From an optimization exercise on the open Yosys and OpenROAD flow, aimed at small area, a short achievable clock period and few clock cycles; shortcuts taken in it are not production practice.
Where RTL was checked, it was by simulation tests only, not by an equivalence proof against the original.

==> trial 55 <==
Design pxe_core, start of the top module:
module pxe_core (
    input  wire        clk,
    input  wire        rst,
    input  wire        cmd_valid,
    output wire        cmd_ready,
    input  wire [4:0]  cmd_op,
    input  wire [31:0] cmd_key,
    input  wire [15:0] cmd_height,
    input  wire [15:0] cmd_width,
    input  wire        in_valid,
    output wire        in_ready,
    input  wire [23:0] in_data,
    output wire        out_valid,
    input  wire        out_ready,
    output wire [23:0] out_data,
    output wire        mem_ren_a,
    output wire [9:0]  mem_raddr_a,
    input  wire [31:0] mem_rdata_a,
    output wire        mem_ren_b,
    output wire [9:0]  mem_raddr_b,
    input  wire [31:0] mem_rdata_b,
    output wire        mem_we,
    output wire [9:0]  mem_waddr,
    output wire [31:0] mem_wdata
);
Settings: LEC_CHECK=0, ABC_AREA=1, CAP_MARGIN=20, CORE_MARGIN=2, CORE_UTILIZATION=40, SETUP_SLACK_MARGIN=3.0, SLEW_MARGIN=20; clock period 9.0 ns.
run.sh (not shown) runs the stock make flow with config.mk's settings and CLKGATE_MAP_FILE= SYNTH_SCRIPT=/design/flow/synth_recipe.tcl, a recipe that flattens the netlist after the stock synthesis.
==> trial 21: changes against trial 55 <==
--- a/flow/design.v
+++ b/flow/design.v
@@ -18,33 +18,33 @@
     input  wire [31:0] mem_rdata_a,
     output wire        mem_ren_b,
     output wire [9:0]  mem_raddr_b,
     input  wire [31:0] mem_rdata_b,
     output wire        mem_we,
     output wire [9:0]  mem_waddr,
     output wire [31:0] mem_wdata
 );
-    localparam [1:0] S_IDLE   = 2'd0,
-                     S_RESEED = 2'd1,    
-                     S_DRAW   = 2'd2,
-                     S_MATH   = 2'd3;
+    localparam [2:0] S_IDLE   = 3'd0,
+                     S_RESEED = 3'd1,    
+                     S_DRAIN  = 3'd2,    
+                     S_DRAW   = 3'd3,
+                     S_MATH   = 3'd4;
     localparam [1:0] P_J1  = 2'd0,    
                      P_J2  = 2'd1,    
                      P_SMP = 2'd2;    
-    reg [1:0]  state;
+    localparam [9:0] N_PV = 10'd226;   
+    reg [2:0]  state;
     reg        shuf;        
     reg        dec;
     reg [31:0] x;           
     reg [9:0]  cnt;         
-    reg [9:0]  ra;          
-    reg [9:0]  wk;          
     reg        msb;         
-    reg        blk1;        
-    reg        regen;       
+    reg        msb0;        
+    reg        replay;      
     reg        d_valid;     
     reg        w_valid;     
     reg [7:0]  w8;          
     reg [15:0] wid, col, row;    
     reg [1:0]  phase;
     reg [1:0]  cp0, cp1, cp2;    
     reg [1:0]  bsel;        
     reg [23:0] out_reg;
@@ -381,21 +381,23 @@
     wire cs_s337 = cs_s289 ^ cs_c326 ^ cs_s327;
     wire cs_c338 = (cs_s289 & cs_c326) | (cs_s289 & cs_s327) | (cs_c326 & cs_s327);
     wire cs_s339 = cs_s295 ^ cs_c328 ^ cs_s329;
     wire cs_c340 = (cs_s295 & cs_c328) | (cs_s295 & cs_s329) | (cs_c328 & cs_s329);
     wire cs_s341 = cs_s297 ^ cs_c330 ^ cs_s331;
     wire [31:0] ms_a = {cs_c340, cs_c338, cs_c336, cs_c334, cs_s333, cs_c320, cs_c318, cs_c316, cs_c314, cs_c312, cs_c310, cs_c308, cs_c306, cs_c304, cs_c302, cs_s301, cs_c256, cs_c254, cs_c252, cs_c250, cs_c248, cs_c246, cs_c244, cs_c242, cs_c240, cs_s239, cs_s149, cs_c8, cs_c6, cs_c4, cs_s3, cs_s1};
     wire [31:0] ms_b = {cs_s341, cs_s339, cs_s337, cs_s335, 1'b0, cs_s321, cs_s319, cs_s317, cs_s315, cs_s313, cs_s311, cs_s309, cs_s307, cs_s305, cs_s303, 1'b0, cs_s257, cs_s255, cs_s253, cs_s251, cs_s249, cs_s247, cs_s245, cs_s243, cs_s241, 1'b0, 1'b0, cs_s9, cs_s7, cs_s5, cs_c2, 1'b0};
     wire [31:0] x_next = ms_a + ms_b;
-    wire        in_rs = (state == S_RESEED);
-    wire [9:0]  rb = (ra >= 10'd228) ? ra - 10'd228 : ra + 10'd396;
-    wire [31:0] op_a = regen ? x : mem_rdata_a;
-    wire [31:0] op_b = in_rs ? x : mem_rdata_b;
-    wire [31:0] tw   = op_b ^ {1'b0, msb, op_a[30:1]} ^ (op_a[0] ? 32'h9908B0DF : 32'h0);
+    wire        pv_win = (state == S_RESEED);
+    wire [10:0] ra_s = {1'b0, cnt} + (pv_win ? 11'd227 : {10'd0, d_valid} + 11'd2);
+    wire [10:0] rb_s = {1'b0, cnt} + (pv_win ? 11'd623 : {10'd0, d_valid} + 11'd398);
+    wire [9:0]  ra   = (ra_s >= 11'd624) ? ra_s[9:0] - 10'd624 : ra_s[9:0];
+    wire [9:0]  rb   = (rb_s >= 11'd624) ? rb_s[9:0] - 10'd624 : rb_s[9:0];
+    wire [31:0] tw = mem_rdata_b ^ {1'b0, msb, mem_rdata_a[30:1]}
+                     ^ (mem_rdata_a[0] ? 32'h9908B0DF : 32'h0);
     function [31:0] temper;
         input [31:0] v;
         reg [31:0] t;
         begin
             t = v ^ (v >> 11);
             t = t ^ ((t << 7)  & 32'h9D2C5680);
             t = t ^ ((t << 15) & 32'hEFC60000);
             t = t ^ (t >> 18);
@@ -427,72 +429,59 @@
     wire [7:0]  mka = dec ? ~k8 : 8'd0;
     wire [7:0]  mkc = dec ? 8'hFF : k8;
     wire [7:0]  m_r0 = ((in_data[7:0]   ^ mka) + k8) ^ mkc;
     wire [7:0]  m_r1 = ((in_data[15:8]  ^ mka) + k8) ^ mkc;
     wire [7:0]  m_r2 = ((in_data[23:16] ^ mka) + k8) ^ mkc;
     wire out_free = !out_v || out_ready;
     wire in_draw  = (state == S_DRAW);
     wire in_math  = (state == S_MATH);
-    wire smp_word = !shuf || (phase == P_SMP && acc_nz);
+    wire silent   = replay && (cnt < N_PV);       
+    wire smp_word = !silent && (!shuf || (phase == P_SMP && acc_nz));
     wire consume  = w_valid && (!smp_word || (in_valid && out_free));
     wire put      = w_valid && smp_word && in_valid && out_free;    
     wire advance  = d_valid && (!w_valid || consume);
     wire room     = !d_valid || advance;
     wire last_col = (col == 16'd1);
     wire last_pix = last_col && (row == 16'd1);
     wire pix_done = (put && bsel == 2'd2) || (in_math && in_valid && out_free);
-    wire raw      = in_rs && (cnt <= 10'd396);      
-    wire reload   = d_valid && blk1 && (wk == 10'd395);
-    wire issue    = !(pix_done && last_pix) && room && !reload &&
-                    ((in_rs && cnt >= 10'd396) || in_draw);
-    wire step     = in_rs ? (cnt < 10'd396 || (cnt == 10'd396 ? issue : advance))
-                          : (regen && (cnt == 10'd396 || advance));
+    wire pv_step  = pv_win && (cnt >= 10'd398);   
+    wire issue    = !(pix_done && last_pix) && (pv_step || in_draw) && room;
+    wire step     = pv_win && (!pv_step || issue);    
     wire [15:0] cr_dec = (last_col ? row : col) - 16'd1;
     assign cmd_ready = (state == S_IDLE);
     assign in_ready  = (w_valid && smp_word && bsel == 2'd2 && out_free) ||
                        (in_math && out_free);
     assign out_valid = out_v;
     assign out_data  = out_reg;
     assign mem_ren_a   = issue;
     assign mem_raddr_a = ra;
     assign mem_ren_b   = issue;
     assign mem_raddr_b = rb;
-    assign mem_we      = raw || d_valid;
-    assign mem_waddr   = wk;
-    assign mem_wdata   = raw ? x : tw;
+    assign mem_we      = pv_win || (in_draw && w_valid);
+    assign mem_waddr   = cnt;
+    assign mem_wdata   = x;
     always @(posedge clk) begin
         if (rst) begin
             state   <= S_IDLE;
             d_valid <= 1'b0;
             w_valid <= 1'b0;
             out_v   <= 1'b0;
         end else begin
             if (out_ready)
                 out_v <= 1'b0;
             if (pix_done)
                 out_v <= 1'b1;
             if (advance) begin
-                msb <= op_a[31];
+                msb <= mem_rdata_a[31];
                 w8  <= word[7:0];
-                wk  <= (wk == 10'd623) ? 10'd0 : wk + 10'd1;
-                if (wk == 10'd623)
-                    blk1 <= 1'b0;
-                if (wk == 10'd622)
-                    regen <= 1'b0;
-            end
-            if (step) begin
-                x   <= x_next;
-                cnt <= cnt + 10'd1;
             end
             d_valid <= issue || (d_valid && !advance);
-            if (issue)
-                ra <= (ra == 10'd623) ? 10'd0 : ra + 10'd1;
             w_valid <= advance || (w_valid && !consume);
-            if (consume && shuf) begin
+            if (consume && !silent && shuf) begin
                 case (phase)
                     P_J1: begin
                         if (w8[1:0] != 2'd3) begin
                             cp0   <= w8[1:0];    
                             phase <= P_J2;
                         end
                     end
                     P_J2: begin
@@ -518,47 +507,56 @@
                 bsel <= (bsel == 2'd2) ? 2'd0 : bsel + 2'd1;
             end
             case (state)
                 S_IDLE: begin
                     if (cmd_valid) begin
                         shuf   <= cmd_op[2];
                         dec    <= cmd_op[4];
                         x      <= cmd_key;
+                        msb0   <= cmd_key[31];
                         cnt    <= 10'd0;
-                        ra     <= 10'd1;
-                        wk     <= 10'd0;
-                        blk1   <= 1'b1;
-                        regen  <= 1'b0;
+                        replay <= 1'b0;
                         phase  <= P_J1;
                         bsel   <= 2'd0;
                         wid    <= cmd_width;
                         col    <= cmd_width;
                         row    <= cmd_height;
                         if (cmd_height == 16'd0 || cmd_width == 16'd0)
                             state <= S_IDLE;
                         else if (cmd_op[1])
                             state <= S_MATH;
                         else
                             state <= S_RESEED;
                     end
                 end
                 S_RESEED: begin
                     if (cnt == 10'd0)
                         msb <= x[31];
-                    if (raw && step)
-                        wk <= (cnt == 10'd396) ? 10'd0 : cnt + 10'd1;
-                    if (cnt == 10'd623 && advance)
-                        state <= S_DRAW;
+                    if (step) begin
+                        x <= x_next;
+                        if (cnt == 10'd623)
+                            state <= S_DRAIN;    
+                        else
+                            cnt <= cnt + 10'd1;
+                    end
+                end
+                S_DRAIN: begin
+                    if (!d_valid && !w_valid) begin
+                        msb    <= msb0;
+                        replay <= 1'b1;
+                        state  <= S_DRAW;
+                    end
                 end
                 S_DRAW: begin
-                    if (reload && advance) begin
-                        x     <= mem_rdata_a;
-                        cnt   <= 10'd396;
-                        regen <= 1'b1;
+                    if (advance) begin
+                        x   <= tw;
+                        cnt <= (cnt == 10'd623) ? 10'd0 : cnt + 10'd1;
+                        if (cnt == N_PV - 10'd1)
+                            replay <= 1'b0;
                     end
                 end
                 S_MATH: begin
                     if (pix_done)
                         out_reg <= {m_r2, m_r1, m_r0};
                 end
                 default: state <= S_IDLE;
             endcase
- ABC_AREA: 1 -> not set
- SETUP_SLACK_MARGIN: 3.0 -> 4.0
==> build 75: changes against trial 55 <==
--- a/flow/design.v
+++ b/flow/design.v
@@ -18,33 +18,34 @@
     input  wire [31:0] mem_rdata_a,
     output wire        mem_ren_b,
     output wire [9:0]  mem_raddr_b,
     input  wire [31:0] mem_rdata_b,
     output wire        mem_we,
     output wire [9:0]  mem_waddr,
     output wire [31:0] mem_wdata
 );
-    localparam [1:0] S_IDLE   = 2'd0,
-                     S_RESEED = 2'd1,    
-                     S_DRAW   = 2'd2,
-                     S_MATH   = 2'd3;
+    localparam [2:0] S_IDLE   = 3'd0,
+                     S_RESEED = 3'd1,    
+                     S_DRAIN  = 3'd2,    
+                     S_DRAW   = 3'd3,
+                     S_MATH   = 3'd4;
     localparam [1:0] P_J1  = 2'd0,    
                      P_J2  = 2'd1,    
                      P_SMP = 2'd2;    
-    reg [1:0]  state;
+    localparam [9:0] N_PV = 10'd226;   
+    reg [2:0]  state;
     reg        shuf;        
     reg        dec;
     reg [31:0] x;           
     reg [9:0]  cnt;         
     reg [9:0]  ra;          
-    reg [9:0]  wk;          
     reg        msb;         
-    reg        blk1;        
-    reg        regen;       
+    reg        msb0;        
+    reg        replay;      
     reg        d_valid;     
     reg        w_valid;     
     reg [7:0]  w8;          
     reg [15:0] wid, col, row;    
     reg [1:0]  phase;
     reg [1:0]  cp0, cp1, cp2;    
     reg [1:0]  bsel;        
     reg [23:0] out_reg;
@@ -381,21 +382,20 @@
     wire cs_s337 = cs_s289 ^ cs_c326 ^ cs_s327;
     wire cs_c338 = (cs_s289 & cs_c326) | (cs_s289 & cs_s327) | (cs_c326 & cs_s327);
     wire cs_s339 = cs_s295 ^ cs_c328 ^ cs_s329;
     wire cs_c340 = (cs_s295 & cs_c328) | (cs_s295 & cs_s329) | (cs_c328 & cs_s329);
     wire cs_s341 = cs_s297 ^ cs_c330 ^ cs_s331;
     wire [31:0] ms_a = {cs_c340, cs_c338, cs_c336, cs_c334, cs_s333, cs_c320, cs_c318, cs_c316, cs_c314, cs_c312, cs_c310, cs_c308, cs_c306, cs_c304, cs_c302, cs_s301, cs_c256, cs_c254, cs_c252, cs_c250, cs_c248, cs_c246, cs_c244, cs_c242, cs_c240, cs_s239, cs_s149, cs_c8, cs_c6, cs_c4, cs_s3, cs_s1};
     wire [31:0] ms_b = {cs_s341, cs_s339, cs_s337, cs_s335, 1'b0, cs_s321, cs_s319, cs_s317, cs_s315, cs_s313, cs_s311, cs_s309, cs_s307, cs_s305, cs_s303, 1'b0, cs_s257, cs_s255, cs_s253, cs_s251, cs_s249, cs_s247, cs_s245, cs_s243, cs_s241, 1'b0, 1'b0, cs_s9, cs_s7, cs_s5, cs_c2, 1'b0};
     wire [31:0] x_next = ms_a + ms_b;
-    wire        in_rs = (state == S_RESEED);
+    wire        pv_win = (state == S_RESEED);
     wire [9:0]  rb = (ra >= 10'd228) ? ra - 10'd228 : ra + 10'd396;
-    wire [31:0] op_a = regen ? x : mem_rdata_a;
-    wire [31:0] op_b = in_rs ? x : mem_rdata_b;
-    wire [31:0] tw   = op_b ^ {1'b0, msb, op_a[30:1]} ^ (op_a[0] ? 32'h9908B0DF : 32'h0);
+    wire [31:0] tw = mem_rdata_b ^ {1'b0, msb, mem_rdata_a[30:1]}
+                     ^ (mem_rdata_a[0] ? 32'h9908B0DF : 32'h0);
     function [31:0] temper;
         input [31:0] v;
         reg [31:0] t;
         begin
             t = v ^ (v >> 11);
             t = t ^ ((t << 7)  & 32'h9D2C5680);
             t = t ^ ((t << 15) & 32'hEFC60000);
             t = t ^ (t >> 18);
@@ -427,72 +427,61 @@
     wire [7:0]  mka = dec ? ~k8 : 8'd0;
     wire [7:0]  mkc = dec ? 8'hFF : k8;
     wire [7:0]  m_r0 = ((in_data[7:0]   ^ mka) + k8) ^ mkc;
     wire [7:0]  m_r1 = ((in_data[15:8]  ^ mka) + k8) ^ mkc;
     wire [7:0]  m_r2 = ((in_data[23:16] ^ mka) + k8) ^ mkc;
     wire out_free = !out_v || out_ready;
     wire in_draw  = (state == S_DRAW);
     wire in_math  = (state == S_MATH);
-    wire smp_word = !shuf || (phase == P_SMP && acc_nz);
+    wire silent   = replay && (cnt < N_PV);       
+    wire smp_word = !silent && (!shuf || (phase == P_SMP && acc_nz));
     wire consume  = w_valid && (!smp_word || (in_valid && out_free));
     wire put      = w_valid && smp_word && in_valid && out_free;    
     wire advance  = d_valid && (!w_valid || consume);
     wire room     = !d_valid || advance;
     wire last_col = (col == 16'd1);
     wire last_pix = last_col && (row == 16'd1);
     wire pix_done = (put && bsel == 2'd2) || (in_math && in_valid && out_free);
-    wire raw      = in_rs && (cnt <= 10'd396);      
-    wire reload   = d_valid && blk1 && (wk == 10'd395);
-    wire issue    = !(pix_done && last_pix) && room && !reload &&
-                    ((in_rs && cnt >= 10'd396) || in_draw);
-    wire step     = in_rs ? (cnt < 10'd396 || (cnt == 10'd396 ? issue : advance))
-                          : (regen && (cnt == 10'd396 || advance));
+    wire pv_step  = pv_win && (cnt >= 10'd398);   
+    wire issue    = !(pix_done && last_pix) && (pv_step || in_draw) && room;
+    wire step     = pv_win && (!pv_step || issue);    
     wire [15:0] cr_dec = (last_col ? row : col) - 16'd1;
     assign cmd_ready = (state == S_IDLE);
     assign in_ready  = (w_valid && smp_word && bsel == 2'd2 && out_free) ||
                        (in_math && out_free);
     assign out_valid = out_v;
     assign out_data  = out_reg;
     assign mem_ren_a   = issue;
     assign mem_raddr_a = ra;
     assign mem_ren_b   = issue;
     assign mem_raddr_b = rb;
-    assign mem_we      = raw || d_valid;
-    assign mem_waddr   = wk;
-    assign mem_wdata   = raw ? x : tw;
+    assign mem_we      = pv_win || (in_draw && w_valid);
+    assign mem_waddr   = cnt;
+    assign mem_wdata   = x;
     always @(posedge clk) begin
         if (rst) begin
             state   <= S_IDLE;
             d_valid <= 1'b0;
             w_valid <= 1'b0;
             out_v   <= 1'b0;
         end else begin
             if (out_ready)
                 out_v <= 1'b0;
             if (pix_done)
                 out_v <= 1'b1;
             if (advance) begin
-                msb <= op_a[31];
+                msb <= mem_rdata_a[31];
                 w8  <= word[7:0];
-                wk  <= (wk == 10'd623) ? 10'd0 : wk + 10'd1;
-                if (wk == 10'd623)
-                    blk1 <= 1'b0;
-                if (wk == 10'd622)
-                    regen <= 1'b0;
-            end
-            if (step) begin
-                x   <= x_next;
-                cnt <= cnt + 10'd1;
             end
             d_valid <= issue || (d_valid && !advance);
             if (issue)
                 ra <= (ra == 10'd623) ? 10'd0 : ra + 10'd1;
             w_valid <= advance || (w_valid && !consume);
-            if (consume && shuf) begin
+            if (consume && !silent && shuf) begin
                 case (phase)
                     P_J1: begin
                         if (w8[1:0] != 2'd3) begin
                             cp0   <= w8[1:0];    
                             phase <= P_J2;
                         end
                     end
                     P_J2: begin
@@ -518,47 +507,58 @@
                 bsel <= (bsel == 2'd2) ? 2'd0 : bsel + 2'd1;
             end
             case (state)
                 S_IDLE: begin
                     if (cmd_valid) begin
                         shuf   <= cmd_op[2];
                         dec    <= cmd_op[4];
                         x      <= cmd_key;
+                        msb0   <= cmd_key[31];
                         cnt    <= 10'd0;
                         ra     <= 10'd1;
-                        wk     <= 10'd0;
-                        blk1   <= 1'b1;
-                        regen  <= 1'b0;
+                        replay <= 1'b0;
                         phase  <= P_J1;
                         bsel   <= 2'd0;
                         wid    <= cmd_width;
                         col    <= cmd_width;
                         row    <= cmd_height;
                         if (cmd_height == 16'd0 || cmd_width == 16'd0)
                             state <= S_IDLE;
                         else if (cmd_op[1])
                             state <= S_MATH;
                         else
                             state <= S_RESEED;
                     end
                 end
                 S_RESEED: begin
                     if (cnt == 10'd0)
                         msb <= x[31];
-                    if (raw && step)
-                        wk <= (cnt == 10'd396) ? 10'd0 : cnt + 10'd1;
-                    if (cnt == 10'd623 && advance)
-                        state <= S_DRAW;
+                    if (step) begin
+                        x <= x_next;
+                        if (cnt == 10'd623)
+                            state <= S_DRAIN;    
+                        else
+                            cnt <= cnt + 10'd1;
+                    end
+                end
+                S_DRAIN: begin
+                    if (!d_valid && !w_valid) begin
+                        msb    <= msb0;
+                        ra     <= 10'd1;
+                        replay <= 1'b1;
+                        state  <= S_DRAW;
+                    end
                 end
                 S_DRAW: begin
-                    if (reload && advance) begin
-                        x     <= mem_rdata_a;
-                        cnt   <= 10'd396;
-                        regen <= 1'b1;
+                    if (advance) begin
+                        x   <= tw;
+                        cnt <= (cnt == 10'd623) ? 10'd0 : cnt + 10'd1;
+                        if (cnt == N_PV - 10'd1)
+                            replay <= 1'b0;
                     end
                 end
                 S_MATH: begin
                     if (pix_done)
                         out_reg <= {m_r2, m_r1, m_r0};
                 end
                 default: state <= S_IDLE;
             endcase
- SETUP_SLACK_MARGIN: 3.0 -> 4.0
==> build 93: changes against trial 55 <==
- SETUP_SLACK_MARGIN: 3.0 -> 4.0
==> flow_metrics.env <==
export IMPL_seq_share_pct=19.15
export IMPL_status="no timing/DRC/antenna violations"
export IMPL_num_clock_buffers=17
export IMPL_mostFrequentLayoutCells="237 x inv_1, 216 x clkdlybuf4s50_1, 147 x nand2_1"
export IMPL_rows=74
[end of results for trial 21]
==> flow_metrics.env <==
export IMPL_grt_met2_usage_pct=44.81
export IMPL_worst_setup_path_type="in -> out"
export IMPL_numPortBuffers=251
export IMPL_antenna_found_initial=1
export IMPL_rows=79
export IMPL_status="no timing/DRC/antenna violations"
export IMPL_hold_viol_final=0
export IMPL_num_clock_buffers=17
[end of results for trial 55]
==> flow_metrics.env <==
export IMPL_seq_share_pct=21.37
export IMPL_rows=74
export IMPL_mostFrequentLayoutCells="406 x inv_1, 343 x nand2_1, 241 x clkdlybuf4s50_1"
export IMPL_cts_root_buf="clkbuf_16"
export IMPL_antenna_found_initial=1
export IMPL_status="no timing/DRC/antenna violations"
[end of results for build 75]
==> flow_metrics.env <==
export IMPL_status="no timing/DRC/antenna violations"
export IMPL_synth_mux_area_share_pct=0.3216
export IMPL_seq_share_pct=19.85
export IMPL_rows=79
export IMPL_num_clock_buffers=17
[end of results for build 93]
Testbench counts of build 75, summed over its fixed seeds: cycles 67,600.
For trial 55, trial 21 and build 93, only the layout was checked, not whether the RTL still works.

-- separate check: timing with driven ports --
The results above use ideal ports. As a check the final layouts listed here were re-extracted and re-timed, cells and wires unchanged. Step 1, drivers: a clkbuf_16 drives clk and a buf_2 each remaining input, both assumed. Step 2 adds t to the input delays and takes it off the output delays; t is the mean of the earliest and latest rising clock arrival at the registers after step 1. Input paths then give back, and output paths get back, about the clock's delay inside the block. a / b / c = ideal / step 1 / step 2; a / b = the first two.
| run | t (ns) | slack for setup (ns) | worst hold slack (ns) | worst register clock-pin slew, ns | worst slew at a driven data input, ns |
|---|---|---|---|---|---|
| trial 55 | 0.516 | 3.136 / 3.099 / 3.044 | 0.554 / 0.554 / 0.554 | 0.08 / 0.08 | 0.10 |
| trial 21 | 0.516 | 3.743 / 3.692 / 3.676 | 0.546 / 0.546 / 0.546 | 0.08 / 0.08 | 0.07 |
| build 75 | 0.514 | 4.046 / 4.027 / 3.754 | 0.532 / 0.532 / 0.532 | 0.08 / 0.08 | 0.08 |
| build 93 | 0.524 | 3.986 / 3.942 / 3.647 | 0.551 / 0.551 / 0.551 | 0.08 / 0.08 | 0.11 |
After both steps setup and hold are still met in every run listed. The setup slack of build 93, which loses most, moves by -0.044 ns with the drivers and by -0.339 ns with both steps.
